Background: an optimization exercise with open tools, aiming at small area, a short achievable clock period and few clock cycles. Do not read the settings as production practice. RTL that was checked went through simulation tests only; none was proved equivalent to the original. Power figures rest on the tool's default switching activity, not on a simulated workload.

## R
// ice_rx
module ice_rx (
    input  wire        clk,
    input  wire        rst,
    input  wire        in_valid,
    input  wire [7:0]  in_data,
    output wire        in_ready,
    output reg         bit_valid,
    output reg         bit_data,
    output wire        pay_valid,
    output wire [7:0]  pay_data,
    output reg         res_valid,
    output wire [1:0]  res_tag,
    output wire [3:0]  res_code,
    output wire [16:0] res_count,
    output wire [7:0]  res_f0,
    output wire [7:0]  res_f1,
    output wire [7:0]  res_f2,
    output wire [7:0]  res_f3,
    output wire [7:0]  res_f4,
    output wire [7:0]  res_decl
);
For scale: about 760 cells after synthesis, about 130 flip-flops, roughly 95 I/O pins, roughly 7700 sq um of cells after synthesis.
make LEC_CHECK=0 CAP_MARGIN=20 CORE_MARGIN=2 CORE_UTILIZATION=40 PLACE_DENSITY=0.6 SETUP_SLACK_MARGIN=4.0 SLEW_MARGIN=20 finish   # period 6.5 ns
run.sh (not shown) runs the stock make flow with config.mk's settings and CLKGATE_MAP_FILE= SYNTH_SCRIPT=/design/flow/synth_recipe.tcl, a recipe that flattens the netlist after the stock synthesis.
R | status: complete | timing, DRC, antenna: pass
Edits applied to the flow inputs when going from R to Q:
# R
export LEC_CHECK = 0
export CAP_MARGIN = 20
export CORE_MARGIN = 2
export CORE_UTILIZATION = 40
export PLACE_DENSITY = 0.6
export SETUP_SLACK_MARGIN = 4.0
export SLEW_MARGIN = 20
create_clock -name core_clock -period 6.5 [get_ports {clk}]
# Q
export LEC_CHECK = 0
export ABC_CLOCK_PERIOD_IN_PS = 2500
export CAP_MARGIN = 20
export CORE_MARGIN = 2
export CORE_UTILIZATION = 40
export PLACE_DENSITY = 0.6
export SETUP_SLACK_MARGIN = 4.0
export SLEW_MARGIN = 20
create_clock -name core_clock -period 6.5 [get_ports {clk}]
Notes after the runs:
Number of cells on the worst hold path: Q vs R identical. On delay of the slowest critical-path stage, Q and R are basically level. Antenna diode count came out exactly the same in Q and R. Worst slack at placement: Q vs R identical. As far as average routed wire per standard cell is concerned, R and Q perform about the same. Q -> R: highest attainable clock frequency delta 0, exact match. Worst setup slack across Q and R: no real change. Number of distinct library cells after synthesis came out exactly the same in Q and R.
Function was not checked in any run of this note: the RTL went through the layout flow alone.

* * *

Setup of rev 12:
The RTL this note starts from:
==> flow/design.v <==
module ice_rx (
    input  wire        clk,
    input  wire        rst,
    input  wire        in_valid,
    input  wire [7:0]  in_data,
    output wire        in_ready,
    output reg         bit_valid,
    output reg         bit_data,
    output wire        pay_valid,
    output wire [7:0]  pay_data,
    output reg         res_valid,
    output wire [1:0]  res_tag,
    output wire [3:0]  res_code,
    output wire [16:0] res_count,
    output wire [7:0]  res_f0,
    output wire [7:0]  res_f1,
    output wire [7:0]  res_f2,
    output wire [7:0]  res_f3,
    output wire [7:0]  res_f4,
    output wire [7:0]  res_decl
);
    localparam [1:0] TAG_UNREC = 2'd0, TAG_GOC = 2'd1, TAG_EIN = 2'd2, TAG_MBUS = 2'd3;
    localparam [1:0] P_IDLE = 2'd0, P_LEN_HI = 2'd1, P_LEN_LO = 2'd2, P_BODY = 2'd3;
    function [15:0] crc16_byte;
        input [15:0] c;
        input [7:0]  b;
        integer i;
        reg [15:0] x;
        begin
            x = c ^ {b, 8'h00};
            for (i = 0; i < 8; i = i + 1)
                x = x[15] ? ({x[14:0], 1'b0} ^ 16'h1021) : {x[14:0], 1'b0};
            crc16_byte = x;
        end
    endfunction
    assign in_ready = 1'b1;
    reg        v_q;
    reg [7:0]  d_q;
    reg        ws_q, wl_q, wst_q, wsp_q;    
    reg [1:0]  phase;
    reg [1:0]  chan;
    reg [15:0] r;            
    reg [16:0] c;            
    reg [7:0]  hdr0, hdr1, hdr2, hdr3, hdr4, decl;
    reg [15:0] ck;           
    reg [3:0]  code;         
    reg        last;         
    reg        pv;           
    reg        ng;           
    reg        eok;          
    reg        fst;          
    reg        hz;           
    reg        done;         
    assign res_tag   = chan;
    assign res_code  = code;
    assign res_count = c;
    assign res_f0    = hdr0;
    assign res_f1    = hdr1;
    assign res_f2    = hdr2;
    assign res_f3    = hdr3;
    assign res_f4    = hdr4;
    assign res_decl  = decl;
    assign pay_data  = d_q;
    wire is_goc  = (chan == TAG_GOC);
    wire is_ein  = (chan == TAG_EIN);
    wire is_mbus = (chan == TAG_MBUS);
    wire r_hi0   = (r[15:2] == 14'd0);
    wire r_is2   = r_hi0 & (r[1:0] == 2'd2);
    wire u       = &c[16:3];
    wire [2:0] cl = c[2:0];
    assign pay_valid = v_q & pv;
    wire pv_n = (is_ein  & ~r_is2 & (~c[16] | (u & cl == 3'd7))) |
                (is_mbus & ~r_hi0 & (~c[16] | (u & cl[2:1] == 2'b11)));
    wire [7:0] b = d_q;
    wire w_s  = hz & ws_q;
    wire w_l  = hz & wl_q;
    wire w_st = hz & wst_q;
    wire w_sp = hz & wsp_q;
    wire k_odd = c[0];
    wire      err = code[3] | code[2];
    reg       ev_err;
    reg [3:0] ev_code;
    reg       ev_bit;
    reg       ev_stop;
    always @(*) begin
        ev_err  = 1'b0;
        ev_code = 4'd0;
        ev_bit  = 1'b0;
        ev_stop = 1'b0;
        if (!eok) begin
            ev_err = 1'b1; ev_code = 4'd4;
        end else if (done) begin
            ev_err = 1'b1; ev_code = 4'd5;
        end else if (k_odd) begin
            if (!w_s) begin ev_err = 1'b1; ev_code = 4'd6; end
        end else if (!(w_s | w_l | w_st | w_sp)) begin
            ev_err = 1'b1; ev_code = 4'd6;
        end else if (fst) begin
            if (!w_st) begin ev_err = 1'b1; ev_code = 4'd8; end
        end else if (w_s | w_l) begin
            ev_bit = 1'b1;
        end else if (w_sp) begin
            ev_stop = 1'b1;
        end else begin
            ev_err = 1'b1; ev_code = 4'd8;
        end
    end
    wire        edge_byte = (r[1:0] == 2'd0);
    wire        word_end  = (r[1:0] == 2'd1);
    wire        z_q       = (b == 8'd0);
    wire        n_ng      = ng | (edge_byte & (b[7:1] != 7'd0));
    wire        n_err     = err | (word_end & ev_err);
    wire        n_done    = done | (word_end & ev_stop);
    wire [16:0] c_inc    = c + 17'd1;
    wire [16:0] l_p3     = {1'b0, hdr2, hdr1[7:2], 2'b11};    
    wire [12:0] nbits    = c[13:1] - 13'd1;
    wire        len_diff = (c[16:8] != 9'd0) | (c[7:0] != decl);
    wire [7:0]  sum_n    = ck[15:8] + b;
    wire [15:0] crc_n    = crc16_byte(ck, b);
    wire        ck_bad   = (b != ck[15:8]) | (ck[7:0] != 8'd0);
    wire [15:0] len      = {r[15:8], b};
    wire        short_e  = (len[15:2] == 14'd0);
    wire        short_m  = (len[15:3] == 13'd0);
    always @(posedge clk) begin
        v_q   <= in_valid & ~rst;
        d_q   <= in_data;
        ws_q  <= (in_data >= 8'd6)  & (in_data <= 8'd14);
        wl_q  <= (in_data >= 8'd26) & (in_data <= 8'd34);
        wst_q <= (in_data >= 8'd56) & (in_data <= 8'd64);
        wsp_q <= (in_data >= 8'd86) & (in_data <= 8'd94);
    end
    always @(posedge clk) begin
        begin
            res_valid <= 1'b0;
            bit_valid <= 1'b0;
            if (v_q) begin
                case (phase)
                P_IDLE: begin
                    hdr0 <= b;
                    if (b == 8'h47 || b == 8'h45 || b == 8'h4D) begin
                        chan  <= (b == 8'h47) ? TAG_GOC : (b == 8'h45) ? TAG_EIN : TAG_MBUS;
                        phase <= P_LEN_HI;
                    end else begin
                        chan      <= TAG_UNREC;
                        code      <= 4'd0;
                        c         <= 17'd1;
                        res_valid <= 1'b1;
                    end
                end
                P_LEN_HI: begin
                    r[15:8] <= b;
                    hdr2    <= b;
                    pv      <= 1'b0;
                    phase   <= P_LEN_LO;
                end
                P_LEN_LO: begin
                    r[7:0] <= b;
                    hdr1   <= b;
                    last   <= (len == 16'd1);
                    code   <= 4'd0;
                    done   <= 1'b0;
                    ck     <= is_ein ? 16'h0000 : 16'hFFFF;
                    case (chan)
                    TAG_GOC:  begin ng <= (b[1:0] != 2'd0); c <= (b[1:0] != 2'd0) ? 17'd4 : 17'd0; end
                    TAG_EIN:  begin ng <= short_e; c <= short_e ? 17'd1 : 17'h1FFFD; end
                    default:  begin ng <= short_m; c <= short_m ? 17'd1 : 17'h1FFF9; end
                    endcase
                    if (len == 16'd0) begin
                        phase     <= P_IDLE;
                        res_valid <= 1'b1;
                        c         <= 17'd0;
                        code      <= is_goc ? 4'd9 : 4'd1;
                    end else begin
                        phase <= P_BODY;
                    end
                end
                default: begin  
                    r    <= r - 16'd1;
                    last <= r_is2;
                    pv   <= pv_n & ~last;
                    ck   <= is_ein ? {sum_n, ck[7:0]} : crc_n;
                    if ((!is_goc || ng) && !last) c <= c_inc;
                    if (u) begin
                        if (is_ein) begin
                            if (cl == 3'd5) hdr0 <= b;
                            if (cl == 3'd6) hdr1 <= b;
                            if (cl == 3'd7) decl <= b;
                        end else begin
                            if (cl == 3'd1) hdr0 <= b;
                            if (cl == 3'd2) hdr1 <= b;
                            if (cl == 3'd3) hdr2 <= b;
                            if (cl == 3'd4) hdr3 <= b;
                            if (cl == 3'd5) hdr4 <= b;
                            if (cl == 3'd6) decl <= b;
                        end
                    end
                    if (is_goc) begin
                        ng <= n_ng;
                        if (edge_byte) begin
                            eok <= b[0] ^ c[0];
                            fst <= (c[13:0] == 14'd0);
                        end
                        if (r[1:0] == 2'd3) hz <= z_q;
                        if (r[1:0] == 2'd2) hz <= hz & z_q;
                        if (word_end) begin
                            if (!err) code <= ev_code;
                            done <= n_done;
                            if (!n_err) c <= c_inc;
                            if (!err && ev_bit) begin
                                bit_valid <= 1'b1;
                                bit_data  <= w_l;
                            end
                        end
                    end
                    if (last) begin
                        phase     <= P_IDLE;
                        res_valid <= 1'b1;
                        case (chan)
                        TAG_GOC: begin
                            if (n_ng) begin
                                chan <= TAG_UNREC;
                                c    <= (hdr1[1:0] != 2'd0) ? c : l_p3;
                                code <= 4'd0;
                            end else if (n_err) begin
                            end else if (!n_done) begin
                                code <= 4'd9;
                            end else begin
                                c    <= {4'd0, nbits};
                            end
                        end
                        default: begin
                            code <= 4'd0;
                            if (ng)            code <= 4'd1;
                            else if (len_diff) code <= 4'd2;
                            else if (ck_bad)   code <= 4'd3;
                        end
                        endcase
                    end
                end
                endcase
            end
        end
        if (rst) begin
            phase     <= P_IDLE;
            pv        <= 1'b0;
            res_valid <= 1'b0;
            bit_valid <= 1'b0;
        end
    end
endmodule
==> flow/config.mk <==
export PLATFORM = sky130hd
export DESIGN_NAME = ice_rx
export DESIGN_NICKNAME = ice_rx
export VERILOG_FILES = /design/flow/design.v
export SDC_FILE = /design/flow/constraint.sdc
export NUM_CORES = 4
export LEC_CHECK = 0
export ABC_AREA = 1
export CAP_MARGIN = 20
export CORE_MARGIN = 2
export CORE_UTILIZATION = 60
export GPL_ROUTABILITY_DRIVEN = 0
export PLACE_DENSITY = 0.7
export SETUP_SLACK_MARGIN = 4.0
export SLEW_MARGIN = 20
==> flow/constraint.sdc <==
create_clock -name core_clock -period 6.5 [get_ports {clk}]
set_input_delay 1.3000 -clock core_clock [delete_from_list [all_inputs] [get_ports {clk}]]
set_output_delay 1.3000 -clock core_clock [all_outputs]
set_load 0.01 [all_outputs]
standard.sh (not shown) runs the stock make flow with config.mk's settings and CLKGATE_MAP_FILE= SYNTH_SCRIPT=/design/flow/synth_recipe.tcl, a recipe that flattens the netlist after the stock synthesis.
==> flow/flow/run.sh <==
#!/bin/bash
set -euo pipefail
bash standard.sh \
  "BUFFER_PORTS_ARGS=-buffer_cell sky130_fd_sc_hd__buf_1" \
  "MATCH_CELL_FOOTPRINT=0" \
  "CTS_ARGS=-sink_clustering_enable -repair_clock_nets -dont_use_dummy_load -sink_clustering_size 30 -sink_clustering_max_diameter 60 -buf_list sky130_fd_sc_hd__clkbuf_8" \
  finish > standard.log 2>&1
Testbench counts of rev 12, summed over its fixed seeds: cycles 66,736.
## Diff of input files: rev 13 against rev 12
- removing ABC_AREA (formerly 1)
- removing GPL_ROUTABILITY_DRIVEN (formerly 0)
==> flow/flow/run.sh <==
#!/bin/bash
set -euo pipefail
bash standard.sh \
  "BUFFER_PORTS_ARGS=-buffer_cell sky130_fd_sc_hd__buf_1" \
  "MATCH_CELL_FOOTPRINT=0" \
  "CTS_ARGS=-sink_clustering_enable -repair_clock_nets -dont_use_dummy_load -sink_clustering_size 30 -sink_clustering_max_diameter 60 -buf_list sky130_fd_sc_hd__clkbuf_4 -root_buf sky130_fd_sc_hd__clkbuf_16" \
  finish > standard.log 2>&1
## What came out
Result: PASS for each of rev 12 and rev 13. Cmp rev 12 and rev 13 / worst-margin pin slew / lower: rev 12. Looking at sequential portion of the cell area, rev 13 sits 3.8 points above rev 12. Against rev 12, wire length in rev 13 came out better. Side by side, final cycle utilization of the critical path turned out higher in rev 13 than in rev 12. The power share of the combinational group reported for rev 13 is smaller than that of rev 12 by 0.6 points. Summary: reported net switching power, rev 13 better than rev 12. Power share of the clock group, rev 12 and rev 13: smaller value in rev 13. Compared with rev 12, rev 13 shows a final cell count without fillers that is 305 lower. Summary: minimum clock period, rev 13 worse than rev 12. Compared with rev 12, rev 13 shows a lower cell internal power dissipation.

[port drivers added, routing unchanged]
In the flow no input, the clock included, has a driving cell. The finished layouts below were timed again as built, in two steps.
Step 1: set_driving_cell puts a clkbuf_16 on clk and a buf_2 on each other input, an assumption about the parent block.
Step 2 moves the port delays by t, midway between the first and last clock arrival at a register: inputs arrive t later, outputs are due t later. That takes back most of the time a late clock gives input paths.
a / b / c = ideal / step 1 / step 2; a / b = the first two.
run | t (ns) | setup WS [ns] | clock arrival spread, ns | slew at the worst register clock pin (ns)
R | 0.479 | 3.777 / 3.777 / 3.618 | 0.011 / 0.011 | 0.07 / 0.07
Q | 0.479 | 3.777 / 3.777 / 3.618 | 0.011 / 0.011 | 0.07 / 0.07
rev 12 | 0.480 | 4.035 / 3.993 / 4.063 | 0.029 / 0.028 | 0.08 / 0.08
rev 13 | 0.397 | 3.989 / 3.989 / 3.988 | 0.044 / 0.044 | 0.12 / 0.12
After both steps setup and hold are still met in every run listed.
